Background: an optimization exercise with open tools, aiming at small area, a short achievable clock period and few clock cycles. Do not read the settings as production practice.
In this exercise RTL edits were held to simulation tests only and were not proved equivalent to the original.
Power is estimated from default activity; no workload was simulated.

== build 8 ==
// mbcore
module mbcore (
    input  wire        clk,
    input  wire        rst,           
    input  wire        req_valid,
    input  wire        req_write,
    input  wire        req_wide,      
    input  wire [23:0] req_addr,
    input  wire [31:0] req_wdata,
    output wire        rsp_valid,
    output wire [31:0] rsp_rdata,
    output wire        rsp_err
);
For scale: about 8500 cells after synthesis, roughly 2400 flip-flops, roughly 95 I/O pins.
clock: 10.0 ns
lec_check: 0
cap_margin: 30
core_margin: 2
core_utilization: 40
cts_buf_list: sky130_fd_sc_hd__clkbuf_8
cts_cluster_diameter: 60
cts_cluster_size: 15
setup_slack_margin: 4.8
slew_margin: 30
tns_end_percent: 25
standard.sh (not shown) runs the stock make flow with config.mk's settings and CLKGATE_MAP_FILE= SYNTH_SCRIPT=/design/flow/synth_recipe.tcl, a recipe that flattens the netlist after the stock synthesis.
==> flow/flow/run.sh <==
#!/bin/bash
# The standard layout (bash standard.sh), with three changes to how it is made:
# - the port buffers are buf_4 (the default pick, clkdlybuf4s50_1, is a slow delay cell);
# - timing repair does not clone gates (clones have left max-slew violations);
# - after global routing, repair_design runs once more to fix any max-slew or
#   max-capacitance violation that timing repair left (flow/post_grt.tcl).
set -euo pipefail
export BUFFER_PORTS_ARGS="-buffer_cell sky130_fd_sc_hd__buf_4"
export SKIP_GATE_CLONING=1
export POST_GLOBAL_ROUTE_TCL="$PWD/flow/post_grt.tcl"
bash standard.sh > standard_flow.log 2>&1
==> flow/flow/post_grt.tcl <==
# After global routing's timing repair: fix any max-slew / max-capacitance
# violation that repair left, then legalise and reroute the nets it touched.
puts "post_grt: repair_design after timing repair"
estimate_parasitics -global_routing
repair_design -slew_margin 30 -cap_margin 30 -verbose
global_route -start_incremental
detailed_placement
global_route -end_incremental
estimate_parasitics -global_routing
report_check_types -max_slew -max_capacitance -violators
Testbench counts of build 8, summed over its fixed seeds: cycles 16,227.
Relative to build 8, the following input files were edited for build 51:
Settings: TNS_END_PERCENT now 10, was 25.
==> comparison <==
- Changes observed in build 51 relative to build 8: via count increased 292; overall power flat; synthesis-to-finish area growth closely matched the old numbers.
- Min number of buffers and inverters on the critical path across build 8 and build 51: build 51
- Build 51: all stages complete, timing, DRC and antenna checks passed
- Any difference in hold slack between build 51 and build 8 is small enough to ignore.
- Of the two candidates, build 8 has the worse setup slack after layout and build 51 the better one.
- Between build 51 and build 8, the cell-internal power does not differ in any meaningful way.
--- input diff build 51..build 33 ---
Settings: swapping 40 for 45 in CORE_UTILIZATION.
[summary]
Delta (build 33 minus build 51): switching power total dropped about 3%, critical path depth moved up. Slowest cell on the critical path: sky130_fd_sc_hd__o21ai_0 -> build 33, sky130_fd_sc_hd__and3_4 -> build 51. [compare] base=build 51 new=build 33: height of the die went down, placement-stage cell area went down, maximum number of pins on one net before global-route repair went down. Build 33 vs build 51 — clock group share of total power dropped 0.9 points.
## Diff of input files: build 63 against build 33
Settings: changing CORE_UTILIZATION from 45 to 40; changing CTS_CLUSTER_SIZE from 15 to 14; removing SETUP_SLACK_MARGIN (formerly 4.8); changing CTS_CLUSTER_DIAMETER from 60 to 55.
==> flow/flow/run.sh <==
#!/bin/bash
set -euo pipefail
export BUFFER_PORTS_ARGS="-buffer_cell sky130_fd_sc_hd__buf_4"
export SKIP_GATE_CLONING=1
export POST_GLOBAL_ROUTE_TCL="$PWD/flow/post_grt.tcl"
export SETUP_SLACK_MARGIN=5.2
bash standard.sh > standard_flow.log 2>&1
Notes after the runs:
Summary — number of vias after detailed routing, build 63 relative to build 33: higher, by about 2.4%.
Slew at the pin closest to its max-slew limit: build 63 higher than build 33
Taking build 33 as the reference point, the cell row count of build 63 rises by 6.2%.
Build 63 ends up with higher half-perimeter wire length after placement than build 33 does.
In the metrics for build 63 and build 33, the one carrying the lower cell depth of the worst setup path is build 63.
Delta(clock skew, build 63 - build 33) > 0
Summary of the comparison: post-route clock period utilization is lower in build 63, relative to build 33.
Number of sinks on the clock net came out exactly the same in build 63 and build 33.
NOTE: critical path's largest stage delay in build 63 falls short of that of build 33

==> separate check: timing with driven ports <==
How much do the figures lean on ideal ports? The routed layouts below were timed once more, with nothing changed but the port constraints. Step 1, drivers: a clkbuf_16 drives clk and a buf_2 each remaining input, both assumed. Step 2, shift: input delay + t, output delay - t, t = (earliest + latest rising clock arrival at the registers) / 2. This alone moves slack from input paths to output paths. a / b / c = ideal ports / drivers / drivers and shift; a / b = the first two.
| run | t, ns | setup slack, ns | pins driven straight from the clock port |
|---|---|---|---|
| build 8 | 1.164 | 4.578 / 4.389 / 3.583 | 1 |
| build 51 | 1.171 | 4.601 / 4.427 / 3.459 | 1 |
| build 33 | 1.136 | 4.323 / 4.323 / 3.757 | 1 |
| build 63 | 1.153 | 4.503 / 4.294 / 3.861 | 1 |
After both steps every run listed still meets setup and hold. For build 51, which loses most, drivers alone change the setup slack by -0.174 ns; drivers and shift together by -1.142 ns.
